From an optimization exercise on the open Yosys and OpenROAD flow, aimed at small area, a short achievable clock period and few clock cycles; shortcuts taken in it are not production practice.
Only simulation tests tie the RTL to the original design; equivalence was not proved.
No activity file was given, so power comes from the tool's default toggle rates.

--- flow/design.v ---
module stuff_codec (
    input  wire         clk,
    input  wire         rst,
    input  wire         cfg_mode,         
    input  wire [4:0]   cfg_avoid_len,    
    input  wire [127:0] cfg_avoid,        
    input  wire [13:0]  cfg_crc_poly,
    input  wire [13:0]  cfg_crc_init,
    input  wire         in_valid,
    input  wire [7:0]   in_data,
    input  wire         in_last,
    output reg          in_ready,
    output reg          out_valid,
    output reg  [7:0]   out_data,
    input  wire         out_ready,
    output reg          done,
    output reg          done_err,
    output reg  [15:0]  done_count,
    output reg  [13:0]  done_crc
);
    wire       cfg_ok = (cfg_avoid_len >= 5'd2) && (cfg_avoid_len <= 5'd16);
    wire [3:0] m      = cfg_avoid_len[3:0] - 4'd1;    
    wire [7:0] esc_byte = ~cfg_avoid[{m, 3'b000} +: 8];
    wire       stuff  = ~cfg_mode;
    reg [13:0] d;           
    reg        mm;          
    reg        mm_last;     
    reg        in_first;    
    reg        a_v, a_last, a_drop, a_first, a_esc, a_err;
    reg [7:0]  a_d;
    reg        b_v, b_end;
    reg [7:0]  b_d;
    reg [13:0] crc;
    reg [12:0] cnt;
    reg        err;
    reg [13:0] poly_r, init_r;
    reg [14:0] chain;
    reg        match_now;
    integer j;
    always @(*) begin
        match_now = 1'b0;
        for (j = 0; j < 15; j = j + 1) begin
            chain[j] = (in_data == cfg_avoid[8*j +: 8]) &&
                       (j == 0 ? 1'b1 : d[(j == 0) ? 0 : j-1]);
            if (m == j + 1) match_now = match_now | chain[j];
        end
    end
    wire b_go   = (b_v || b_end) && (!b_v || out_ready);
    wire b_free = !(b_v || b_end) || b_go;
    wire a_go   = a_v && b_free;
    wire a_free = !a_v || b_free;
    wire ins_e  = mm && stuff;           
    always @(*) begin
        in_ready   = a_free && !ins_e;
        out_valid  = b_v;
        out_data   = b_d;
        done       = b_end && (!b_v || out_ready);
        done_err   = err;
        done_count = err ? 16'hFFFF : {3'b000, cnt};
        done_crc   = crc;
    end
    wire in_fire = in_valid && in_ready;
    function [13:0] crc_byte;
        input [13:0] r_in;
        input [7:0]  b;
        input [13:0] poly;
        integer k;
        reg [13:0] r;
        reg t;
        begin
            r = r_in;
            for (k = 7; k >= 0; k = k - 1) begin
                t = b[k] ^ r[13];
                r = {r[12:0], 1'b0};
                if (t) r = r ^ poly;
            end
            crc_byte = r;
        end
    endfunction
    always @(posedge clk) begin
        poly_r <= cfg_crc_poly;
        init_r <= cfg_crc_init;
        if (rst) begin
            d        <= 14'd0;
            mm       <= 1'b0;
            mm_last  <= 1'b0;
            in_first <= 1'b1;
            a_v      <= 1'b0;
            b_v      <= 1'b0;
            b_end    <= 1'b0;
        end else begin
            if (a_free) begin
                a_v <= 1'b0;
                if (ins_e) begin
                    a_v     <= 1'b1;
                    a_d     <= esc_byte;
                    a_last  <= mm_last;
                    a_drop  <= 1'b0;
                    a_first <= 1'b0;
                    a_esc   <= 1'b1;
                    a_err   <= !cfg_ok;
                    mm      <= 1'b0;
                    d       <= 14'd0;
                end else if (in_fire) begin
                    a_v      <= 1'b1;
                    a_d      <= in_data;
                    a_last   <= in_last && !(stuff && match_now);
                    a_drop   <= !stuff && mm;
                    a_first  <= in_first;
                    a_esc    <= !stuff && mm;
                    a_err    <= !cfg_ok ||
                                (!stuff && mm && in_data != esc_byte) ||
                                (!stuff && !mm && match_now && in_last);
                    in_first <= in_last;
                    if (mm) begin
                        mm <= 1'b0;
                        d  <= 14'd0;
                    end else begin
                        mm      <= match_now && (stuff || !in_last);
                        mm_last <= in_last;
                        d       <= (match_now || in_last) ? 14'd0 : chain[13:0];
                    end
                end
            end
            if (a_go) begin
                b_v   <= !a_drop;
                b_d   <= a_d;
                b_end <= a_last;
            end else if (b_go) begin
                b_v   <= 1'b0;
                b_end <= 1'b0;
            end
        end
        if (a_go) begin
            crc <= crc_byte(a_first ? init_r : crc, a_d, poly_r);
            cnt <= (a_first ? 13'd0 : cnt) + {12'd0, a_esc};
            err <= (a_first ? 1'b0 : err) | a_err;
        end
    end
endmodule
--- flow/run.sh ---
#!/bin/bash
# synth_recipe.tcl (not shown) runs the flow's synth.tcl, then flattens the netlist and writes it again
# the make line also repeats each setting of config.mk as NAME=value (left out here)
make -C /OpenROAD-flow-scripts/flow DESIGN_CONFIG=/design/flow/config.mk WORK_HOME=/design/flow/orfs CLKGATE_MAP_FILE= SYNTH_SCRIPT=/design/flow/synth_recipe.tcl finish
--- flow/config.mk ---
export PLATFORM = sky130hd
export DESIGN_NAME = stuff_codec
export DESIGN_NICKNAME = stuff_codec
export VERILOG_FILES = /design/flow/design.v
export SDC_FILE = /design/flow/constraint.sdc
export NUM_CORES = 4
export LEC_CHECK = 0
export CAP_MARGIN = 20
export CORE_MARGIN = 2
export CORE_UTILIZATION = 40
export SLEW_MARGIN = 20
--- flow/constraint.sdc ---
create_clock -name core_clock -period 6.5 [get_ports {clk}]
set_input_delay 1.3000 -clock core_clock [delete_from_list [all_inputs] [get_ports {clk}]]
set_output_delay 1.3000 -clock core_clock [all_outputs]
set_load 0.01 [all_outputs]
==> notes.md, run 1 <==
asr flop ratio synth 0%; largest net degree at the start of global routing 36; HP Start b_end$_SDFFE_PP0P_; number of flops mapped to enable cells by yosys 49; Worst Setup Slack, final 952 ps; most common cell after layout, fill and taps aside sky130_fd_sc_hd__clkdlybuf4s50_1; hold-fix buffers at CTS 0; height of the die 147 um; routability cong. 0.906; final-layout setup total negative slack 0 ps; port bufs 216; final hold violation count 0; sequential cell fraction of total power 22.5%; Filler Cell Count 1,909; number of levels in the clock H-tree 3; maximum fanout count along the critical path 19; run status finished clean; layout cells sized above 1 9.08%; number of search-and-repair iterations in the first detailed-routing pass 5; post-detailed-placement half-perimeter wirelength 20.9 mm; Yosys Warn Count 1; total via count in the routed design 7,016; number of setup buffers added after CTS 0; Power Density 371 nW/um2; Synthesized Nets 1,033; most frequent cells in the layout 215 x sky130_fd_sc_hd__clkdlybuf4s50_1, 137 x sky130_fd_sc_hd__xnor2_1, 116 x sky130_fd_sc_hd__nand2_1; Synth Flop Type sky130_fd_sc_hd__edfxtp_1; Synth area leader sky130_fd_sc_hd__edfxtp_1; clk root buf sky130_fd_sc_hd__clkbuf_16; combinational cell fraction of total power 64.4%; worst setup path startpoint a_first$_SDFFCE_PP0P_; top cells by area in the synthesized netlist sky130_fd_sc_hd__edfxtp_1 18%, sky130_fd_sc_hd__xnor2_1 15%, sky130_fd_sc_hd__dfxtp_1 12%; average footprint of a synthesized cell 9.61 um2; CP required 6600 ps; distinct cell type count of the synthesized netlist 63; slowest stage cell on the critical path sky130_fd_sc_hd__xnor2_1; Period minus WS final 5550 ps; Crit Reg-Reg Startpoint a_first$_SDFFCE_PP0P_; #FFs+latches synth 97; worst hold-check path type flip-flop to flip-flop; worst slew margin relative to its limit 29.1%; Final Cycle Share 85.4%; CP top delay family XOR/XNOR gates; CTS clock-pin slew for the worst setup and hold paths 70 ps; All-Layer GR Usage 24.2%; cell-by-cell listing of the critical path mux2i_1 -> xnor2_1 -> nor3_1 -> a311o_2 -> xor2_4 -> xnor3_1 -> mux2_4 -> o21a_1 -> nor4_4 -> nor2_1 -> xor3_1 -> nand2_1 -> xnor3_1; clock insertion delay at the later pin of the skew report 360 ps; CP startpoint kind flip-flop; number of antenna violations at the first check in global routing 3; slew at the pin closest to its max-slew limit 1060 ps; Core Area 20,200 um2; RSZ-0062 raised after global routing no; Vias per Instance 5.37; net switching fraction of the power 38.7%; number of violations reported at the end of detailed-routing iteration 0 507; endpoint class of the critical path flip-flop; Overall Power 4.01 mW; number of max-slew violations in the final report 0; TritonCTS Buffers 9; number of sinks handled by clock tree synthesis 97; net switching power 1.55 mW; WS Path Type flip-flop to flip-flop; synthesized netlist cell count 851; Initial Util 40.6%; pre-CTS worst setup slack 977 ps; wire length of the first global-routing pass 40.1 mm; maximum achievable frequency 180 MHz; Final Setup Violations 0; Gates resized, CTS repair 0; number of I/O pins 217; drc violations 0; final-layout worst hold slack 451 ps; Worst Path Buf+Inv 0; Post-Layout Inst Area 10,800 um2; maximum resistive drop on vdd 287 uV; max capacitance violation total 0; Crit path arrival time 5650 ps; routed length per instance 19.9 um; mapped cell area 8180 um2; Pleak 3.92 nW; global route overflow 0; Post-layout nets 1,212; power share of the clock group 13.1%; buffer levels on the longest clock path 2; clock tree from TritonCTS done; sequential-to-total area share from yosys stat 29.7%; most used cell along the critical path sky130_fd_sc_hd__xnor3_1; detailed-route wire length 26.0 mm; internal cell power 2.46 mW; Post-Route Skew 8.29 ps; cell area after placement 10,500 um2; number of global-route vias before repair 7,137; number of nets still failing antenna checks after routing 0; horizontal die dimension 147 um; number of rows created at floorplan 52; Crit path largest cell delay 830 ps; Die Area 21,600 um2; layout-stage area growth over the synthesis result 32.2%; top-area cell type share of the netlist area 18.0%
-- final timing paths --
check                            end  cells past startpoint  slack, ps
hold reg to reg   b_end$_SDFFE_PP0P_                      2        450
setup reg to reg    crc[4]$_DFFE_PP_                     13        950
setup / recovery    crc[4]$_DFFE_PP_                     13        950
hold / removal    b_end$_SDFFE_PP0P_                      2        450
-- worst min-delay path, stage by stage (launching register included) --
cell	delay (ps)
sky130_fd_sc_hd__dfxtp_1	310
sky130_fd_sc_hd__nand2_1	50
sky130_fd_sc_hd__a21oi_1	50
-- Yosys cell counts, types with 2 or more instances --
library cell,n
sky130_fd_sc_hd__nor3b_1,3
sky130_fd_sc_hd__mux4_2,40
sky130_fd_sc_hd__nor2b_1,9
sky130_fd_sc_hd__nand4_1,20
sky130_fd_sc_hd__a32oi_1,2
sky130_fd_sc_hd__a21boi_0,2
sky130_fd_sc_hd__nand3b_1,9
sky130_fd_sc_hd__o21ai_1,4
sky130_fd_sc_hd__buf_2,4
sky130_fd_sc_hd__a21oi_1,17
sky130_fd_sc_hd__dfxtp_1,48
sky130_fd_sc_hd__buf_4,7
sky130_fd_sc_hd__nor2_1,20
sky130_fd_sc_hd__inv_1,11
sky130_fd_sc_hd__a31oi_1,2
sky130_fd_sc_hd__mux2i_1,16
sky130_fd_sc_hd__a22oi_1,2
sky130_fd_sc_hd__nand2_1,116
sky130_fd_sc_hd__a22o_1,16
sky130_fd_sc_hd__and2_1,7
sky130_fd_sc_hd__o2111ai_1,2
sky130_fd_sc_hd__nor4_1,20
sky130_fd_sc_hd__xnor3_1,5
sky130_fd_sc_hd__o21ai_0,32
sky130_fd_sc_hd__edfxtp_1,49
sky130_fd_sc_hd__xor2_1,97
sky130_fd_sc_hd__clkbuf_1,45
sky130_fd_sc_hd__a32o_1,2
sky130_fd_sc_hd__or3_1,4
sky130_fd_sc_hd__or2_2,14
sky130_fd_sc_hd__nand2b_1,4
sky130_fd_sc_hd__xnor2_1,137
sky130_fd_sc_hd__o21a_1,2
sky130_fd_sc_hd__ha_1,7
sky130_fd_sc_hd__nor3_1,11
sky130_fd_sc_hd__and3_1,7
sky130_fd_sc_hd__buf_1,6
sky130_fd_sc_hd__nand3_1,27
-- power by group through the flow --
| stage | clock network, mW | registers, mW | logic [mW] |
|---|---|---|---|
| after floorplan | 0 | 0.913 | 2.02 |
| after global placement | 0 | 0.920 | 2.56 |
| after detailed placement | 0 | 0.917 | 2.61 |
| after CTS | 0.540 | 0.905 | 2.61 |
| after global routing | 0.557 | 0.911 | 2.82 |
| final | 0.525 | 0.901 | 2.58 |
-- per-stage QoR --
step | util [%] | instances
6_report | 53.6 | 1307
3_3_place_gp | 52.1 | 1289
5_1_grt | 53.6 | 1306
3_5_place_dp | 52.1 | 1289
2_1_floorplan | - | 851
4_1_cts | 53.6 | 1305
-- flip-flops by register name, indices dropped and copies added (netlist names), 8 cells and up --
register	flops
crc	14
a_d	8
init_r	14
b_d	8
poly_r	14
d	14
cnt	13
-- cells by family after synthesis --
family	count (synthesis)	share of synthesized area [%]
compound gates	98	8.14
simple gates	276	16.8
flops	97	29.7
xor+xnor	241	27.1
mux	58	13.3
fa+ha+maj	7	1.07
buf+inv	74	3.87
-- area by class of cell --
class	instances	area [um2]	area share [%]
Multi-Input combinational cell	680	5440	50.3
Sequential cell	97	2430	22.5
Timing Repair Buffer	231	2270	21.0
Tap cell	270	338	3.13
Clock buffer	9	225	2.08
Clock inverter	7	61.3	0.567
Inverter	11	41.3	0.382
Antenna cell	2	5.00	0.0463
-- routing by layer --
layer  track usage, %  vias to the layer above  routed length [um]
met5                0                        -                   0
met1             29.7                     3340               10800
met2             42.3                      258               13100
li1                 -                     3367                   -
met3             4.01                       51                1250
met4             9.86                        0                 935
Testbench counts, summed over its fixed seeds: cycles 70,425.
==> inputs of run 2 (changes only) <==
--- a/flow/config.mk
+++ b/flow/config.mk
@@ -8,4 +8,5 @@
 export CAP_MARGIN = 20
 export CORE_MARGIN = 2
 export CORE_UTILIZATION = 40
+export SETUP_SLACK_MARGIN = 2.0
 export SLEW_MARGIN = 20
==> run 2 against run 1 <==
  * Global-route usage rose by 0.19 points
  * Clock power rose by 2%
  * Critical path depth shrank 2
  * Via count up 1.5%
  * Synthesized area stayed put
  * Non-clock buffer count grew 7
  * Sequential power up 0.7%
  * Clock skew increased by 8.7 ps
  * Critical endpoint is now a_err$_DFFE_PP_
==> notes.md, run 2 <==
number of rows created at floorplan 52 (unchanged); All-Layer GR Usage 24.4% (+0.19 points); drc violations 0 (unchanged); Worst Hold Path Cells 2 (unchanged); run status finished clean; final hold violation count 0 (unchanged); top cells by instance count after synthesis 137 x sky130_fd_sc_hd__xnor2_1, 116 x sky130_fd_sc_hd__nand2_1, 97 x sky130_fd_sc_hd__xor2_1; Final Setup Violations 0 (unchanged); Final Cycle Share 67.2% (-18 points); routability cong. 0.898 (-0.88%); buffer levels on the longest clock path 2 (unchanged); most common cell after layout, fill and taps aside sky130_fd_sc_hd__clkdlybuf4s50_1; CTS clock-pin slew for the worst setup and hold paths 80 ps (about the same); maximum achievable frequency 229 MHz (+27%); Filler Cell Count 1,856 (-2.8%); destination of the worst hold path b_end$_SDFFE_PP0P_; fin util 54.8% (+1.2 points); number of antenna violations at the first check in global routing 5 (+2); number of levels in the clock H-tree 3 (unchanged); wire length of the first global-routing pass 40.4 mm (+0.62%); Vias per Instance 5.41 (+0.71%); height of the die 147 um (unchanged); Die Area 21,600 um2 (unchanged); Post-Route Skew 17.0 ps (+8.70 ps); distinct cell type count of the synthesized netlist 63 (unchanged); number of max-slew violations in the final report 0 (unchanged); Synth Flop Type sky130_fd_sc_hd__edfxtp_1; Core Area 20,200 um2 (unchanged); worst hold-check path type flip-flop to flip-flop; maximum resistive drop on vdd 210 uV (-27%); CP top delay family multiplexers; number of nets still failing antenna checks after routing 0 (unchanged); most frequent cell after synthesis sky130_fd_sc_hd__xnor2_1; Crit Reg-Reg Startpoint a_first$_SDFFCE_PP0P_; Placed Cells 1,287 (-0.16%); Yosys Warn Count 1 (unchanged); WS Path Type input port to flip-flop; worst reg2reg setup slack 2140 ps (+1190 ps); #FFs+latches synth 97 (unchanged); TritonCTS Buffers 9 (unchanged); number of I/O pins 217 (unchanged); clock insertion delay at the later pin of the skew report 360 ps (about the same); Power Density 376 nW/um2 (+1.4%); number of violations reported at the end of detailed-routing iteration 0 508 (+0.20%); RSZ-0062 raised after global routing yes; number of sinks handled by clock tree synthesis 97 (unchanged); sequential-to-total area share from yosys stat 29.7% (unchanged); number of flops mapped to enable cells by yosys 49 (unchanged); Crit path largest cell delay 560 ps (-270 ps); maximum fanout count along the critical path 32 (+13); post-detailed-placement half-perimeter wirelength 20.9 mm (-0.21%); number of cells in the finished layout apart from fillers 1,317 (+0.77%); asr flop ratio synth 0% (unchanged); max capacitance violation total 0 (unchanged); Crit path arrival time 4480 ps (-1170 ps); final-layout setup total negative slack 0 ps (unchanged); cell count of the worst reg-to-reg path 15 (+2); top cells by area in the synthesized netlist sky130_fd_sc_hd__edfxtp_1 18%, sky130_fd_sc_hd__xnor2_1 15%, sky130_fd_sc_hd__dfxtp_1 12%; slew at the pin closest to its max-slew limit 1080 ps (+15.0 ps); global route overflow 0 (unchanged); layout-stage area growth over the synthesis result 35.2%; cell-by-cell listing of the critical path clkdlybuf4s50_1 -> inv_1 -> ha_1 -> buf_12 -> mux4_2 -> mux4_2 -> xor2_1 -> nand4_1 -> o21ai_2 -> o21ai_0 -> a221o_1; Pleak 4.03 nW (+2.7%); Period minus WS final 4370 ps (-1180 ps); Post-layout nets 1,219 (+0.58%); clk root buf sky130_fd_sc_hd__clkbuf_16; port bufs 216 (unchanged); Initial Util 40.6% (unchanged); HP Start b_end$_SDFFE_PP0P_; horizontal die dimension 147 um (unchanged); mapped cell area 8180 um2 (unchanged); slowest stage cell on the critical path sky130_fd_sc_hd__clkdlybuf4s50_1; cell area after placement 10,500 um2 (-0.14%); total via count in the routed design 7,120 (+1.5%); worst slew margin relative to its limit 28.1% (-0.97 points); routed length per instance 19.9 um (about the same); detailed-route wire length 26.3 mm (+0.86%); top-area cell type share of the netlist area 18.0% (unchanged); CP required 6610 ps (about the same); number of search-and-repair iterations in the first detailed-routing pass 5 (unchanged); largest net degree at the start of global routing 36 (unchanged); average footprint of a synthesized cell 9.61 um2 (unchanged); Post-Layout Inst Area 11,100 um2 (+2.3%); most frequent cells in the layout 210 x sky130_fd_sc_hd__clkdlybuf4s50_1, 133 x sky130_fd_sc_hd__xnor2_1, 115 x sky130_fd_sc_hd__nand2_1; most used cell along the critical path sky130_fd_sc_hd__mux4_2; Worst Path Buf+Inv 3 (+3); CP startpoint kind input port; number of global-route vias before repair 7,174 (+0.52%); Synthesized Nets 1,033 (unchanged); endpoint class of the critical path flip-flop; Overall Power 4.16 mW (+3.7%); clock tree from TritonCTS done; layout cells sized above 1 12.1% (+3.0 points); Reg-to-Reg End crc[2]$_DFFE_PP_; Synth area leader sky130_fd_sc_hd__edfxtp_1; synthesized netlist cell count 851 (unchanged)
run 2: cell counts after synthesis:
No cell type changed its count.
run 2: worst max-delay path by stage:
stage                     cells after the start  slack, ps                  start                to
after CTS                                    11       2020       cfg_avoid_len[1]   a_err$_DFFE_PP_
final                                        11       2130       cfg_avoid_len[1]   a_err$_DFFE_PP_
after global placement                       13       1160  a_first$_SDFFCE_PP0P_  crc[4]$_DFFE_PP_
after detailed placement                     13        960  a_first$_SDFFCE_PP0P_  crc[2]$_DFFE_PP_
after global routing                         15       1970  a_first$_SDFFCE_PP0P_  crc[2]$_DFFE_PP_
after floorplan                              12       2050       cfg_avoid_len[0]   a_err$_DFFE_PP_
run 2: worst register-to-register path, cell delays in order, from the launching register on:
cell and delay, ps:
sky130_fd_sc_hd__edfxtp_1 360, sky130_fd_sc_hd__buf_4 170, sky130_fd_sc_hd__mux2i_4 190, sky130_fd_sc_hd__buf_4 150
sky130_fd_sc_hd__xor2_4 180, sky130_fd_sc_hd__a2111oi_2 390, sky130_fd_sc_hd__a311o_2 210, sky130_fd_sc_hd__xor2_4 170
sky130_fd_sc_hd__xnor3_2 490, sky130_fd_sc_hd__mux2_4 320, sky130_fd_sc_hd__o21a_1 210, sky130_fd_sc_hd__nor4_4 310
sky130_fd_sc_hd__nor2_1 80, sky130_fd_sc_hd__xor3_2 460, sky130_fd_sc_hd__nand2_1 90, sky130_fd_sc_hd__xnor3_1 340
run 2: final cells by class:
class | instances | area [um2] | area share (%)
Multi-Input combinational cell | 680 | 5600 | 50.7
Sequential cell | 97 | 2430 | 22.0
Timing Repair Buffer | 238 | 2340 | 21.1
Tap cell | 270 | 338 | 3.06
Clock buffer | 9 | 225 | 2.04
Clock inverter | 7 | 70.1 | 0.634
Inverter | 11 | 41.3 | 0.374
Antenna cell | 5 | 12.5 | 0.113
run 2: stage by stage:
step / setup WS [ps] / hold WS [ps]
floorplan: 2050 / 425
finish: 2130 / 450
CTS: 2020 / 452
global placement: 1160 / 439
detailed placement: 961 / 442
global route: 1970 / 481
run 2: per-layer routing:
metal	track usage (%)	routed length, um
met5	0	0
met4	10.1	798
met3	4.10	1430
met2	43.6	13600
met1	29.0	10500
run 2: where the power goes:
part           switching (mW)  internal (mW)
clock network           0.265          0.271
logic                    1.27           1.45
registers              0.0608          0.846
run 2: cells by family after synthesis:
| family | Yosys count | share of synthesized area [%] |
|---|---|---|
| adder cells (fa/ha/maj) | 7 | 1.07 |
| buffers and inverters | 74 | 3.87 |
| XOR/XNOR | 241 | 27.1 |
| AO/OA/AOI/OAI | 98 | 8.14 |
| flip-flops | 97 | 29.7 |
| AND/OR/NAND/NOR | 276 | 16.8 |
| multiplexers | 58 | 13.3 |
run 2: repair_timing:
item	4_1_cts	5_1_grt
setup endpoints to repair	31	31
buffers inserted	6	3
hold endpoints to repair	0	0
pin swaps	1	0
resized for setup	11	30
hold buffers	0	0
==> inputs of run 3 (changes only) <==
--- a/flow/config.mk
+++ b/flow/config.mk
@@ -5,8 +5,9 @@
 export SDC_FILE = /design/flow/constraint.sdc
 export NUM_CORES = 4
 export LEC_CHECK = 0
+export ABC_CLOCK_PERIOD_IN_PS = 3000
 export CAP_MARGIN = 20
 export CORE_MARGIN = 2
 export CORE_UTILIZATION = 40
-export SETUP_SLACK_MARGIN = 2.0
+export SETUP_SLACK_MARGIN = 3.0
 export SLEW_MARGIN = 20
==> run 3 against run 2 <==
  * Routed wire length is 12% higher
  * Combinational power is 28% higher
  * Count of clock-buffer cells in the layout stayed put
  * Hold slack worse by 1.1 ps
  * Critical path depth is 6 higher
  * Die area stayed put
  * Synthesized area stayed put
  * Maximum frequency is 4.7% higher
==> notes.md, run 3 <==
CP startpoint kind flip-flop; final-layout setup total negative slack 0 ps (unchanged); Filler Cell Count 1,656 (-11%); sequential cell fraction of total power 18.4% (-3.4 points); CTS clock-pin slew for the worst setup and hold paths 80 ps (about the same); Compound-Gate Fraction of Synth Area 8.14% (unchanged); routed length per instance 20.8 um (+4.5%); Die Area 21,600 um2 (unchanged); number of max-slew violations in the final report 0 (unchanged); horizontal die dimension 147 um (unchanged); detailed-route wire length 29.4 mm (+12%); endpoint class of the critical path flip-flop; hold-fix buffers at CTS 0 (unchanged); maximum fanout count along the critical path 4 (-88%); Final Setup Violations 0 (unchanged); final hold violation count 0 (unchanged); Post-Route Skew 9.63 ps (-7.35 ps); most frequent cell after synthesis sky130_fd_sc_hd__xnor2_1; Post-layout nets 1,316 (+8.0%); Core Area 20,200 um2 (unchanged); height of the die 147 um (unchanged); Synthesized Nets 1,033 (unchanged); internal cell power 3.03 mW (+18%); number of search-and-repair iterations in the first detailed-routing pass 5 (unchanged); Synth Flop Type sky130_fd_sc_hd__edfxtp_1; most frequent cells in the layout 174 x sky130_fd_sc_hd__clkdlybuf4s50_1, 129 x sky130_fd_sc_hd__xnor2_1, 102 x sky130_fd_sc_hd__nand2_1; worst slew margin relative to its limit 33.6% (+5.5 points); number of rows created at floorplan 52 (unchanged); total via count in the routed design 7,706 (+8.2%); Initial Util 40.6% (unchanged); number of nets still failing antenna checks after routing 0 (unchanged); most common cell after layout, fill and taps aside sky130_fd_sc_hd__clkdlybuf4s50_1; distinct cell type count of the synthesized netlist 63 (unchanged); Overall Power 4.96 mW (+19%); adder and majority cell fraction of the synthesized area 1.07% (unchanged); area fraction in and, or, nand and nor cells after synthesis 16.8% (unchanged); WS Path Type flip-flop to flip-flop; clock insertion delay at the later pin of the skew report 350 ps (about the same); Yosys Warn Count 1 (unchanged); Vias per Instance 5.46 (+1.0%); Power Density 393 nW/um2 (+4.4%); net switching fraction of the power 38.9% (+0.56 points); asr flop ratio synth 0% (unchanged); proportion of synthesized area in mux cells 13.3% (unchanged); RSZ-0062 raised after global routing yes; layout cells sized above 1 26.7% (+15 points); #FFs+latches synth 97 (unchanged); maximum resistive drop on vdd 419 uV (+100%); synthesized netlist cell count 851 (unchanged); number of I/O pins 217 (unchanged); max capacitance violation total 0 (unchanged); xor/xnor cell area share of the yosys netlist 27.1% (unchanged); clock tree from TritonCTS done; sequential standard cell area 2430 um2 (about the same); combinational cell fraction of total power 70.2% (+4.9 points); largest net degree at the start of global routing 36 (unchanged); top cells by instance count after synthesis 137 x sky130_fd_sc_hd__xnor2_1, 116 x sky130_fd_sc_hd__nand2_1, 97 x sky130_fd_sc_hd__xor2_1; run status finished clean; number of antenna violations at the first check in global routing 2 (-3); layout-stage area growth over the synthesis result 54.3%; number of levels in the clock H-tree 3 (unchanged); routability cong. 0.939 (+4.6%); top cells by area in the synthesized netlist sky130_fd_sc_hd__edfxtp_1 18%, sky130_fd_sc_hd__xnor2_1 15%, sky130_fd_sc_hd__dfxtp_1 12%; power share of the clock group 11.4% (-1.5 points); drc violations 0 (unchanged); Period minus WS final 4170 ps (-195 ps); maximum achievable frequency 240 MHz (+4.7%); number of global-route vias before repair 7,650 (+6.6%); sequential-to-total area share from yosys stat 29.7% (unchanged); Synth area leader sky130_fd_sc_hd__edfxtp_1; Pleak 4.88 nW (+21%); average footprint of a synthesized cell 9.61 um2 (unchanged); mapped cell area 8180 um2 (unchanged); number of sinks handled by clock tree synthesis 97 (unchanged); worst hold-check path type flip-flop to flip-flop; Final Cycle Share 64.2% (-3.0 points); buffer levels on the longest clock path 2 (unchanged); net switching power 1.93 mW (+21%); multi-input gate area in the final layout 6120 um2 (+9.3%); slew at the pin closest to its max-slew limit 994 ps (-82.6 ps); main combinational cell family by area after synthesis XOR/XNOR gates; Crit path arrival time 4270 ps (-210 ps); port bufs 216 (unchanged); CP required 6590 ps (-20 ps); global route overflow 0 (unchanged); TritonCTS Buffers 9 (unchanged); number of violations reported at the end of detailed-routing iteration 0 522 (+2.8%); clk root buf sky130_fd_sc_hd__clkbuf_16; post-detailed-placement half-perimeter wirelength 21.1 mm (+1.2%); All-Layer GR Usage 25.7% (+1.4 points); wire length of the first global-routing pass 42.9 mm (+6.2%); number of flops mapped to enable cells by yosys 49 (unchanged); top-area cell type share of the netlist area 18.0% (unchanged)
[run 3: cell counts after synthesis]
Identical to the previous run, type by type.
[run 3: path summary, 6_finish.rpt]
check / to / cells after the start / start / slack, ps
worst max-delay path: crc[12]$_DFFE_PP_ / 17 / a_first$_SDFFCE_PP0P_ / 2330
worst min-delay path: b_end$_SDFFE_PP0P_ / 2 / b_end$_SDFFE_PP0P_ / 450
worst max register to register: crc[12]$_DFFE_PP_ / 17 / a_first$_SDFFCE_PP0P_ / 2330
worst min register to register: b_end$_SDFFE_PP0P_ / 2 / b_end$_SDFFE_PP0P_ / 450
[run 3: metrics by stage]
stage                     hold slack [ps]  cells  cell area [um2]  setup slack [ps]  utilization [%]
after floorplan                       425    851             8390              2600                -
after global placement                439   1285            10600              1580             52.5
after detailed placement              440   1285            10600              1500             52.5
after CTS                             451   1352            11700              2330             57.9
after global routing                  492   1410            12600              2180             62.6
final                                 449   1411            12600              2330             62.6
[run 3: layout make-up]
| type | count | share of cell area (%) |
|---|---|---|
| Clock inverter | 7 | 0.704 |
| Sequential cell | 97 | 19.3 |
| Tap cell | 270 | 2.68 |
| Multi-Input combinational cell | 680 | 48.5 |
| Timing Repair Buffer | 335 | 26.6 |
| Antenna cell | 2 | 0.0397 |
| Clock buffer | 9 | 1.78 |
| Inverter | 11 | 0.407 |
[run 3: logic make-up after synthesis]
| kind of cell | after synthesis |
|---|---|
| multiplexers | 58 |
| AND/OR/NAND/NOR | 276 |
| XOR/XNOR | 241 |
| AO/OA/AOI/OAI | 98 |
| flip-flops | 97 |
| buffers and inverters | 74 |
| adder cells (fa/ha/maj) | 7 |
[run 3: what timing repair did]
action / in CTS / in global routing
gates resized for setup: 144 / 115
pin swaps: 45 / 65
gates cloned: 3 / 3
setup endpoints to repair: 41 / 31
buffers inserted: 48 / 54
[run 3: power by group through the flow]
stage                     Combinational (mW)  Sequential [mW]  Clock, mW
final                                   3.48            0.912      0.563
after CTS                               3.02            0.914      0.571
after global placement                  2.60            0.925          0
after floorplan                         2.08            0.917          0
after detailed placement                2.63            0.924          0
after global routing                    3.72            0.922      0.594
[run 3: routing by layer]
metal  track usage (%)  wire length [um]
met3              4.38              1810
met4              9.66              1210
met2              46.3             14900
met5                 0                 0
met1              30.8             11400
[run 3: worst max-delay path, cell delays in order, from the launching register on]
cell                       delay [ps]
sky130_fd_sc_hd__edfxtp_1         350
sky130_fd_sc_hd__buf_6            130
sky130_fd_sc_hd__mux2i_4          330
sky130_fd_sc_hd__buf_12           150
sky130_fd_sc_hd__xor2_4           170
sky130_fd_sc_hd__buf_6            140
sky130_fd_sc_hd__nor2_2            50
sky130_fd_sc_hd__a32o_2           250
sky130_fd_sc_hd__or3_4            440
sky130_fd_sc_hd__and3_4           200
sky130_fd_sc_hd__mux2_4           290
sky130_fd_sc_hd__o21a_1           210
sky130_fd_sc_hd__o211a_1          240
sky130_fd_sc_hd__buf_6            120
sky130_fd_sc_hd__o21a_1           220
sky130_fd_sc_hd__or2_1            240
sky130_fd_sc_hd__o311ai_2         280
sky130_fd_sc_hd__xnor2_1          110

==> separate check: timing with driven ports <==
No port has a modelled driver above. Below, the same layouts with a new extraction and two added sets of constraints. Step 1: set_driving_cell puts a clkbuf_16 on clk and a buf_2 on each other input, an assumption about the parent block. Step 2 adds t to the input delays and takes it off the output delays; t is the mean of the earliest and latest rising clock arrival at the registers after step 1. Input paths then give back, and output paths get back, about the clock's delay inside the block. Three values: ideal, step 1, step 2; two values: the first two.
run | t (ns) | setup WS [ns] | worst register clock-pin slew, ns
run 1 | 0.393 | 0.952 / 0.952 / 0.952 | 0.07 / 0.07
run 2 | 0.391 | 2.131 / 2.136 / 1.753 | 0.08 / 0.08
run 3 | 0.388 | 2.326 / 2.326 / 2.326 | 0.08 / 0.08
After both steps setup and hold are still met in every run listed. The setup slack of run 2, which loses most, moves by +0.005 ns with the drivers and by -0.378 ns with both steps.
